This is an optimization exercise on Yosys and OpenROAD, whose aim is a short achievable clock period and few clock cycles, not a production implementation.
Only simulation tests tie the RTL to the original design; equivalence was not proved.

==> inputs of 01-02 <==
// urisc_core
module urisc_core (
    input  wire        clk,
    input  wire        rst,
    input  wire        strict,
    output reg  [15:0] mem_addr,
    input  wire [31:0] mem_rdata,
    output reg  [31:0] mem_wdata,
    output reg         mem_we,
    output wire [31:0] pc,
    output wire [3:0]  flags,
    output wire        retire,
    output wire        halted,
    output wire        faulted,
    output wire [1:0]  fault_cause,
    output wire [31:0] fault_info,
    input  wire [4:0]  dbg_reg_index,
    output wire [31:0] dbg_reg_value
);
    localparam OPC_ADD   = 8'h01, OPC_SUB   = 8'h02, OPC_ZEROS = 8'h03, OPC_XOR   = 8'h04,
               OPC_OR    = 8'h05, OPC_NOTA  = 8'h06, OPC_AND   = 8'h07, OPC_ASL   = 8'h08,
               OPC_ASR   = 8'h09, OPC_LSL   = 8'h0A, OPC_LSR   = 8'h0B, OPC_PASSA = 8'h0C,
               OPC_LCLM  = 8'h0E, OPC_LCLL  = 8'h0F, OPC_LOAD  = 8'h10, OPC_STORE = 8'h11,
               OPC_JAL   = 8'h12, OPC_JR    = 8'h13, OPC_BEQ   = 8'h14, OPC_BNE   = 8'h15,
               OPC_J     = 8'h16, OPC_MUL   = 8'h17, OPC_DIV   = 8'h18, OPC_MOD   = 8'h19,
               OPC_NEG   = 8'h1A, OPC_INC   = 8'h1B, OPC_DEC   = 8'h1C, OPC_LOADI = 8'h1D,
               OPC_STOREI= 8'h1E, OPC_HALT  = 8'hFF;
    localparam FC_MEMRANGE = 2'd1, FC_REGRANGE = 2'd2, FC_ILLEGAL = 2'd3;
    reg        run_q;       
    reg        ev_q;        
    reg        emf_q;       
    reg [31:0] ir;
    reg [31:0] pc_q;        
    reg [3:0]  f_q;
    reg        retire_q;
    reg        halted_q;
    reg        faulted_q;
    reg        strict_q;
    reg [1:0]  fc_q;
    reg [31:0] fi_q;
    reg         dv_busy;
    reg         dv_cnt;
    reg [31:0]  dv_r;
    reg [31:0]  dv_n;
    reg [15:0]  dv_qh;
    reg [539:0] dv_m;
    reg [31:0] ic_data [0:31];
    reg [10:0] ic_tag  [0:31];
    reg [31:0] ic_v;
    localparam PF_W = 8;
    reg [16:0] pf_q;
    wire [7:0]  opc   = ir[31:24];
    wire [7:0]  fa    = ir[23:16];
    wire [7:0]  fb    = ir[15:8];
    wire [7:0]  fc    = ir[7:0];
    wire [23:0] imm24 = ir[23:0];
  ...
Settings: LEC_CHECK=0, CAP_MARGIN=40, CORE_MARGIN=2, CORE_UTILIZATION=40, SLEW_MARGIN=30; clock period 80.0 ns.
run.sh (not shown) runs the stock make flow with config.mk's settings and CLKGATE_MAP_FILE= SYNTH_SCRIPT=/design/flow/synth_recipe.tcl, a recipe that flattens the netlist after the stock synthesis.
==> inputs of 03-28, as changes to 01-02 <==
--- a/flow/design.v
+++ b/flow/design.v
@@ -178,19 +178,19 @@
     reg        retire_q;
     reg        halted_q;
     reg        faulted_q;
     reg        strict_q;
     reg [1:0]  fc_q;
     reg [31:0] fi_q;
     reg         dv_busy;
-    reg         dv_cnt;
+    reg [1:0]   dv_cnt;
     reg [31:0]  dv_r;
-    reg [31:0]  dv_n;
-    reg [15:0]  dv_qh;
-    reg [539:0] dv_m;
+    reg [23:0]  dv_n;
+    reg [15:0]  dv_q;
+    reg [31:0]  dv_d;
     reg [31:0] ic_data [0:31];
     reg [10:0] ic_tag  [0:31];
     reg [31:0] ic_v;
     localparam PF_W = 8;
     reg [16:0] pf_q;
     wire [7:0]  opc   = ir[31:24];
     wire [7:0]  fa    = ir[23:16];
@@ -278,27 +278,28 @@
     wire        dz    = (rc == 32'd0);
     wire        dfast = ({4'd0, rb[31:4]} < rc);
     wire [539:0] dm;
     urisc_dmul15 u_dm (.d(rc), .m(dm));
     wire [31:0] dF_r;
     wire [3:0]  dF_q;
     urisc_div_r16 u_dF (.r_in({4'd0, rb[31:4]}), .n(rb[3:0]), .m(dm), .r_out(dF_r), .q(dF_q));
-    wire [31:0] dI_r1, dI_r2, dI_r3, dI_r4;
-    wire [15:0] dI_q;
-    urisc_div_r16 u_dI1 (.r_in(dv_r),  .n(dv_n[31:28]), .m(dv_m), .r_out(dI_r1), .q(dI_q[15:12]));
-    urisc_div_r16 u_dI2 (.r_in(dI_r1), .n(dv_n[27:24]), .m(dv_m), .r_out(dI_r2), .q(dI_q[11:8]));
-    urisc_div_r16 u_dI3 (.r_in(dI_r2), .n(dv_n[23:20]), .m(dv_m), .r_out(dI_r3), .q(dI_q[7:4]));
-    urisc_div_r16 u_dI4 (.r_in(dI_r3), .n(dv_n[19:16]), .m(dv_m), .r_out(dI_r4), .q(dI_q[3:0]));
-    wire        dsm = (rc[31:8] == 24'd0);
+    wire        dsm  = (rc[31:8] == 24'd0);
+    wire        dbig = (rc[31:16] != 16'd0);
     wire [31:0] dS_q;
     wire [7:0]  dS_r;
     urisc_div_small #(.W(8)) u_dS (.n(rb), .d(rc[7:0]), .q(dS_q), .r(dS_r));
+    wire [539:0] dIm;
+    urisc_dmul15 u_dIm (.d(dv_d), .m(dIm));
+    wire [31:0] dI_r1, dI_r2;
+    wire [3:0]  dI_q1, dI_q2;
+    urisc_div_r16 u_dI1 (.r_in(dv_r),  .n(dv_n[23:20]), .m(dIm), .r_out(dI_r1), .q(dI_q1));
+    urisc_div_r16 u_dI2 (.r_in(dI_r1), .n(dv_n[19:16]), .m(dIm), .r_out(dI_r2), .q(dI_q2));
     wire        dv_op   = o_div | o_mod;
     wire        dv_long = dv_op & ~dv_busy & ~dz & ~dfast & ~dsm;    
-    wire        dv_more = dv_op & dv_busy & ~dv_cnt;          
+    wire        dv_more = dv_op & dv_busy & (dv_cnt != 2'd1);         
     reg  [31:0] dv_res;
     always @(*) begin
         if (dz)          dv_res = 32'd0;
         else if (dfast)  dv_res = o_div ? {28'd0, dF_q} : dF_r;
         else             dv_res = o_div ? dS_q : {24'd0, dS_r};
     end
     reg [31:0] alu_r;
@@ -327,15 +328,15 @@
         if (o_lsr)  alu_r = lsr_s;
         if (o_nota) alu_r = ~ra;
         if (o_pass) alu_r = ra;
         if (o_neg)  alu_r = neg_s;
         if (o_inc)  alu_r = inc_s;
         if (o_dec)  alu_r = dec_s;
     end
-    wire [31:0] dI_res = o_div ? {dv_qh, dI_q} : dI_r4;
+    wire [31:0] dI_res = o_div ? {8'd0, dv_q, dI_q1, dI_q2} : dI_r2;
     wire [3:0]  alu_f  = dv_busy ? {dI_res[31], (dI_res == 32'd0), 2'b00}
                                  : {alu_r[31], (alu_r == 32'd0), alu_c, alu_o};
     wire [31:0] seq    = pc_q + 32'd1;
     wire [31:0] br_tgt = seq + {{24{fc[7]}}, fc};
     wire        eq     = (ra == rb);
     wire        taken  = (o_beq & eq) | (o_bne & ~eq);
     reg  [31:0] npc;
@@ -419,15 +420,16 @@
             retire_q <= 1'b0;
             halted_q <= 1'b0;
             faulted_q<= 1'b0;
             fc_q     <= 2'd0;
             fi_q     <= 32'd0;
             strict_q <= strict;
             dv_busy  <= 1'b0;
-            dv_cnt   <= 1'b0;
+            dv_cnt   <= 2'd0;
+            pf_q     <= 17'd0;
             ic_v     <= 32'd0;
         end else begin
             retire_q <= done;
             if (done) begin
                 pc_q <= npc;
                 if (is_alu) f_q <= alu_f;
                 if (o_halt) begin
@@ -458,24 +460,32 @@
             if (!(ev_q & stall)) begin
                 ev_q  <= f_ok;
                 emf_q <= f_oor;
                 if (c_hit) ir <= ic_data[fidx];
                 else       ir <= mem_rdata;
             end
             dv_busy <= ex & (dv_long | dv_more);
-            dv_cnt  <= dv_more;
             if (dv_long) begin
-                dv_m <= dm;
-                dv_n <= rb;
-                dv_r <= 32'd0;
+                dv_d <= rc;
+                dv_q <= 16'd0;
+                if (dbig) begin
+                    dv_r   <= {16'd0, rb[31:16]};
+                    dv_n   <= {rb[15:0], 8'd0};
+                    dv_cnt <= 2'd2;
+                end else begin
+                    dv_r   <= {24'd0, rb[31:24]};
+                    dv_n   <= rb[23:0];
+                    dv_cnt <= 2'd3;
+                end
             end
             if (dv_more) begin
-                dv_r  <= dI_r4;
-                dv_n  <= {dv_n[15:0], 16'd0};
-                dv_qh <= dI_q;
+                dv_r   <= dI_r2;
+                dv_n   <= {dv_n[15:0], 8'd0};
+                dv_q   <= {dv_q[7:0], dI_q1, dI_q2};
+                dv_cnt <= dv_cnt - 2'd1;
             end
             if (fill) begin
                 ic_data[fidx] <= mem_rdata;
                 ic_tag[fidx]  <= faddr[15:5];
                 ic_v[fidx]    <= 1'b1;
             end
             if (pf_go) begin
==> flow/flow/run.sh (new file) <==
#!/bin/bash
# Standard layout (the standard.sh, standard synthesis), with timing
# repair asked to leave 47 ns of setup slack and allowed to resize cells
# to other footprints, and more antenna repair passes. The clock period and
# constraints are unchanged.
set -o pipefail
bash standard.sh SETUP_SLACK_MARGIN=47 MATCH_CELL_FOOTPRINT=0 \
    MAX_REPAIR_ANTENNAS_ITER_GRT=10 MAX_REPAIR_ANTENNAS_ITER_DRT=10 finish > standard.log 2>&1
==> flow/standard.sh (new file) <==
#!/bin/bash
# synth_recipe.tcl (not shown) runs the flow's synth.tcl, then flattens the netlist and writes it again
# the make line also repeats each setting of config.mk as NAME=value (left out here)
make -C /OpenROAD-flow-scripts/flow DESIGN_CONFIG=/design/flow/config.mk WORK_HOME=/design/flow/orfs CLKGATE_MAP_FILE= SYNTH_SCRIPT=/design/flow/synth_recipe.tcl "${@:-finish}"
==> flow/config.mk (replaced) <==
export PLATFORM = sky130hd
export DESIGN_NAME = urisc_core
export DESIGN_NICKNAME = urisc_core
export VERILOG_FILES = /design/flow/design.v
export SDC_FILE = /design/flow/constraint.sdc
export NUM_CORES = 8
export LEC_CHECK = 0
export ABC_AREA = 1
export CAP_MARGIN = 40
export CORE_MARGIN = 2
export CORE_UTILIZATION = 40
export SLEW_MARGIN = 30
removed: flow/run.sh
==> inputs of 08-24, as changes to 01-02 <==
--- a/flow/design.v
+++ b/flow/design.v
@@ -54,61 +54,14 @@
     always @(*) begin
         r_out = 32'd0;
         for (j = 0; j < 15; j = j + 1)
             if (ge[j] & ~ge[j+1]) r_out = r_out | s[j];
         if (ge[15]) r_out = r_out | s[15];
     end
 endmodule
-module urisc_div_small #(
-    parameter W = 8
-) (
-    input  wire [31:0]  n,
-    input  wire [W-1:0] d,
-    output wire [31:0]  q,
-    output wire [W-1:0] r
-);
-    wire [W+3:0] m [1:15];
-    genvar k, i;
-    generate
-        for (k = 1; k < 16; k = k + 1) begin : mul
-            assign m[k] = d * k;
-        end
-    endgenerate
-    wire [W-1:0] rr [0:8];
-    assign rr[0] = {W{1'b0}};
-    generate
-        for (i = 0; i < 8; i = i + 1) begin : st
-            wire [W+3:0] t = {rr[i], n[31-4*i -: 4]};
-            wire [15:0]  ge;
-            wire [W-1:0] s [0:15];
-            assign ge[0] = 1'b1;
-            assign s[0]  = t[W-1:0];
-            for (k = 1; k < 16; k = k + 1) begin : sub
-                wire [W+4:0] diff = {1'b0, t} - {1'b0, m[k]};
-                assign ge[k] = ~diff[W+4];
-                assign s[k]  = diff[W-1:0];
-            end
-            assign q[31-4*i]   = ge[8];
-            assign q[30-4*i]   = (ge[4] & ~ge[8]) | ge[12];
-            assign q[29-4*i]   = (ge[2] & ~ge[4]) | (ge[6] & ~ge[8]) | (ge[10] & ~ge[12]) | ge[14];
-            assign q[28-4*i]   = (ge[1] & ~ge[2]) | (ge[3] & ~ge[4]) | (ge[5] & ~ge[6]) | (ge[7] & ~ge[8]) |
-                                 (ge[9] & ~ge[10]) | (ge[11] & ~ge[12]) | (ge[13] & ~ge[14]) | ge[15];
-            reg [W-1:0] ro;
-            integer j;
-            always @(*) begin
-                ro = {W{1'b0}};
-                for (j = 0; j < 15; j = j + 1)
-                    if (ge[j] & ~ge[j+1]) ro = ro | s[j];
-                if (ge[15]) ro = ro | s[15];
-            end
-            assign rr[i+1] = ro;
-        end
-    endgenerate
-    assign r = rr[8];
-endmodule
 module urisc_mul (
     input  wire [31:0] a,
     input  wire [31:0] b,
     output wire [31:0] p
 );
     assign p = a * b;
 endmodule
@@ -186,16 +139,14 @@
     reg [31:0]  dv_r;
     reg [31:0]  dv_n;
     reg [15:0]  dv_qh;
     reg [539:0] dv_m;
     reg [31:0] ic_data [0:31];
     reg [10:0] ic_tag  [0:31];
     reg [31:0] ic_v;
-    localparam PF_W = 8;
-    reg [16:0] pf_q;
     wire [7:0]  opc   = ir[31:24];
     wire [7:0]  fa    = ir[23:16];
     wire [7:0]  fb    = ir[15:8];
     wire [7:0]  fc    = ir[7:0];
     wire [23:0] imm24 = ir[23:0];
     wire [15:0] imm16 = ir[23:8];
     wire o_add  = opc == OPC_ADD;
@@ -284,26 +235,22 @@
     urisc_div_r16 u_dF (.r_in({4'd0, rb[31:4]}), .n(rb[3:0]), .m(dm), .r_out(dF_r), .q(dF_q));
     wire [31:0] dI_r1, dI_r2, dI_r3, dI_r4;
     wire [15:0] dI_q;
     urisc_div_r16 u_dI1 (.r_in(dv_r),  .n(dv_n[31:28]), .m(dv_m), .r_out(dI_r1), .q(dI_q[15:12]));
     urisc_div_r16 u_dI2 (.r_in(dI_r1), .n(dv_n[27:24]), .m(dv_m), .r_out(dI_r2), .q(dI_q[11:8]));
     urisc_div_r16 u_dI3 (.r_in(dI_r2), .n(dv_n[23:20]), .m(dv_m), .r_out(dI_r3), .q(dI_q[7:4]));
     urisc_div_r16 u_dI4 (.r_in(dI_r3), .n(dv_n[19:16]), .m(dv_m), .r_out(dI_r4), .q(dI_q[3:0]));
-    wire        dsm = (rc[31:8] == 24'd0);
-    wire [31:0] dS_q;
-    wire [7:0]  dS_r;
-    urisc_div_small #(.W(8)) u_dS (.n(rb), .d(rc[7:0]), .q(dS_q), .r(dS_r));
     wire        dv_op   = o_div | o_mod;
-    wire        dv_long = dv_op & ~dv_busy & ~dz & ~dfast & ~dsm;    
+    wire        dv_long = dv_op & ~dv_busy & ~dz & ~dfast;    
     wire        dv_more = dv_op & dv_busy & ~dv_cnt;          
     reg  [31:0] dv_res;
     always @(*) begin
-        if (dz)          dv_res = 32'd0;
-        else if (dfast)  dv_res = o_div ? {28'd0, dF_q} : dF_r;
-        else             dv_res = o_div ? dS_q : {24'd0, dS_r};
+        if (dv_busy)     dv_res = o_div ? {dv_qh, dI_q} : dI_r4;
+        else if (dz)     dv_res = 32'd0;
+        else             dv_res = o_div ? {28'd0, dF_q} : dF_r;
     end
     reg [31:0] alu_r;
     reg        alu_c, alu_o;
     always @(*) begin
         alu_c = 1'b0;
         alu_o = 1'b0;
         alu_r = 32'd0;
@@ -327,17 +274,15 @@
         if (o_lsr)  alu_r = lsr_s;
         if (o_nota) alu_r = ~ra;
         if (o_pass) alu_r = ra;
         if (o_neg)  alu_r = neg_s;
         if (o_inc)  alu_r = inc_s;
         if (o_dec)  alu_r = dec_s;
     end
-    wire [31:0] dI_res = o_div ? {dv_qh, dI_q} : dI_r4;
-    wire [3:0]  alu_f  = dv_busy ? {dI_res[31], (dI_res == 32'd0), 2'b00}
-                                 : {alu_r[31], (alu_r == 32'd0), alu_c, alu_o};
+    wire [3:0] alu_f = {alu_r[31], (alu_r == 32'd0), alu_c, alu_o};
     wire [31:0] seq    = pc_q + 32'd1;
     wire [31:0] br_tgt = seq + {{24{fc[7]}}, fc};
     wire        eq     = (ra == rb);
     wire        taken  = (o_beq & eq) | (o_bne & ~eq);
     reg  [31:0] npc;
     always @(*) begin
         if (o_j | o_jal)  npc = {8'd0, imm24};
@@ -352,61 +297,29 @@
     wire        f_oor   = faddr[31:16] != 16'd0;
     wire        want_f  = run_q & ~stop & ~(ev_q & stall);
     wire [15:0] daddr = (o_ldi | o_sti) ? {fb, fc} : o_ld ? ra[15:0] : rc[15:0];
     wire [31:0] sdata = o_sti ? rc : ra;
     wire [4:0]  fidx  = faddr[4:0];
     wire        c_hit = ic_v[fidx] && (ic_tag[fidx] == faddr[15:5]) &&
                         !(ex && is_st && daddr == faddr[15:0]);
-    wire        seq_in  = seq[31:16] == 16'd0;
-    wire [4:0]  qidx    = seq[4:0];
-    wire        seq_hit = seq_in && ic_v[qidx] && (ic_tag[qidx] == seq[15:5]);
-    wire        ctrl    = o_j | o_jal | o_jr | o_beq | o_bne | o_halt;
-    wire        pf_slot = act & ~fault & ~port_busy & (stall | (~ctrl & seq_hit));
-    reg  [16:0] pf_addr;
-    reg         pf_found;
-    reg         pf_all;        
-    integer     pj;
-    always @(*) begin
-        pf_addr  = pf_q;
-        pf_found = 1'b0;
-        pf_all   = seq_in;
-        for (pj = 3; pj >= 0; pj = pj - 1) begin : probe
-            reg [16:0] a;
-            reg [16:0] d;
-            reg        win, hit;
-            a   = pf_q + pj;
-            d   = a - {1'b0, seq[15:0]};
-            win = seq_in && !a[16] && d != 17'd0 && d <= PF_W;
-            hit = ic_v[a[4:0]] && (ic_tag[a[4:0]] == a[15:5]);
-            if (win && !hit) begin
-                pf_addr  = a;
-                pf_found = 1'b1;
-            end
-            if (!(win && hit)) pf_all = 1'b0;
-        end
-    end
-    wire        pf_go = pf_slot & pf_found;
-    wire        f_ok  = want_f & (f_oor | c_hit | (~port_busy & ~pf_go));
-    wire        fill  = want_f & ~f_oor & ~port_busy & ~pf_go;
-    wire [16:0] f_dist = pf_q - {1'b0, faddr[15:0]};
-    wire        f_win  = ~f_oor && f_dist != 17'd0 && f_dist <= PF_W;
+    wire        f_ok  = want_f & (f_oor | c_hit | ~port_busy);
+    wire        fill  = want_f & ~f_oor & ~port_busy;
     wire [4:0]  sidx  = daddr[4:0];
     wire        s_upd = ex && is_st && ic_v[sidx] && (ic_tag[sidx] == daddr[15:5]);
     always @(*) begin
-        mem_addr  = port_busy ? daddr : pf_go ? pf_addr[15:0] : faddr[15:0];
+        mem_addr  = port_busy ? daddr : faddr[15:0];
         mem_wdata = sdata;
         mem_we    = ex & is_st;
     end
     always @(*) begin
         rf_we = done & (is_alu | o_lclm | o_lcll | is_ld | o_jal);
         if (alu3 | o_inc | o_dec) rf_wa = fa[4:0];
         else if (o_jal)           rf_wa = 5'd31;
         else                      rf_wa = fc[4:0];
-        if (dv_busy)     rf_wd = dI_res;
-        else if (is_ld)  rf_wd = mem_rdata;
+        if (is_ld)       rf_wd = mem_rdata;
         else if (o_lclm) rf_wd = {imm16, rc[15:0]};
         else if (o_lcll) rf_wd = {rc[31:16], imm16};
         else if (o_jal)  rf_wd = seq;
         else             rf_wd = alu_r;
     end
     integer k;
     always @(posedge clk) begin
@@ -474,22 +387,14 @@
                 dv_qh <= dI_q;
             end
             if (fill) begin
                 ic_data[fidx] <= mem_rdata;
                 ic_tag[fidx]  <= faddr[15:5];
                 ic_v[fidx]    <= 1'b1;
             end
-            if (pf_go) begin
-                ic_data[pf_addr[4:0]] <= mem_rdata;
-                ic_tag[pf_addr[4:0]]  <= pf_addr[15:5];
-                ic_v[pf_addr[4:0]]    <= 1'b1;
-            end
-            if (pf_go)            pf_q <= pf_addr + 17'd1;
-            else if (pf_slot & pf_all) pf_q <= pf_q + 17'd4;
-            else if (!f_win)      pf_q <= {1'b0, faddr[15:0]} + 17'd1;
             if (s_upd) ic_data[sidx] <= sdata;
         end
     end
     assign pc          = pc_q;
     assign flags       = f_q;
     assign retire      = retire_q;
     assign halted      = halted_q;
==> flow/flow/run.sh (new file) <==
#!/bin/bash
# Standard layout, with timing repair asked to leave 46 ns of setup slack
# (the clock period and constraints are unchanged).
set -o pipefail
bash standard.sh SETUP_SLACK_MARGIN=46 finish > standard.log 2>&1
==> flow/standard.sh (new file) <==
#!/bin/bash
# synth_recipe.tcl (not shown) runs the flow's synth.tcl, then flattens the netlist and writes it again
# the make line also repeats each setting of config.mk as NAME=value (left out here)
make -C /OpenROAD-flow-scripts/flow DESIGN_CONFIG=/design/flow/config.mk WORK_HOME=/design/flow/orfs CLKGATE_MAP_FILE= SYNTH_SCRIPT=/design/flow/synth_recipe.tcl "${@:-finish}"
removed: flow/run.sh
==> notes <==
Flip-flop and latch count: 01-02 > 08-24 > 03-28.
In 01-02 the register-to-register slack is worse than in 03-28, by 5.9 ns.
Global-route usage: 08-24 is higher than 01-02 (1.1 points).
The highest design area belongs to 01-02, the lowest to 08-24.
Routed wire length, highest first: 01-02, 03-28, 08-24.
08-24 completed without violations. 01-02 ran to the end with no violations. 03-28 finished with timing, DRC and antenna clean.
Against 03-28, the count of clock-buffer cells in the layout of 01-02 is higher by 5.
==> figures <==
| quantity | 01-02 | 08-24 | 03-28 |
|---|---|---|---|
| Run status | finished clean | finished clean | finished clean |
| Slew HR | 0.179 | 0.263 | 0.158 |
| DIE WIDTH | 956 um | 882 um | 904 um |
| Sequential share of the synthesized area | 0.238 | 0.279 | 0.244 |
| Die footprint | 915000 sq um | 778000 sq um | 817000 sq um |
| Cell area after technology mapping | 363000 sq um | 308000 sq um | 324000 sq um |
| Worst R2R Path Depth | 137 | 86 | 167 |
| Antenna violations before repair | 240 | 224 | 154 |
| Maximum number of pins on one net before global-route repair | 132 | 139 | 195 |
| Post-placement cell area | 391000 sq um | 332000 sq um | 344000 sq um |
| Worst Setup Start Kind | flip-flop | input pin | input pin |
| Filler cells | 86100 | 73500 | 81200 |
| Number of global-route vias before repair | 347000 | 297000 | 326000 |
| Number of design-rule violations left by the first detailed-router iteration | 49500 | 40900 | 58200 |
| Area of the multi-input gates | 263000 sq um | 213000 sq um | 221000 sq um |
Testbench counts of 01-02, summed over its fixed seeds: cycles 42,696.
Testbench counts of 03-28, summed over its fixed seeds: cycles 42,743.
Testbench counts of 08-24, summed over its fixed seeds: cycles 43,142.

-- port drivers added, routing unchanged --
No port has a modelled driver above. Below, the same layouts with a new extraction and two added sets of constraints.
Step 1, drivers: a clkbuf_16 drives clk and a buf_2 each remaining input, both assumed.
Step 2 also shifts input and output timing later by t, the mid clock arrival at the registers, as if the neighbouring blocks saw the same clock.
Three values: ideal, step 1, step 2; two values: the first two.
run | t (ns) | setup WS [ns] | clock arrival spread, ns | slew at the worst register clock pin (ns) | pins driven straight from the clock port
01-02 | 1.216 | 42.397 / 42.397 / 42.397 | 0.133 / 0.132 | 0.08 / 0.08 | 1
03-28 | 1.198 | 45.770 / 45.503 / 45.503 | 0.129 / 0.129 | 0.08 / 0.08 | 1
08-24 | 1.194 | 45.715 / 45.404 / 45.404 | 0.120 / 0.121 | 0.08 / 0.08 | 1
After both steps setup and hold are still met in every run listed. The setup slack of 08-24, which loses most, moves by -0.311 ns with the drivers and by -0.311 ns with both steps.
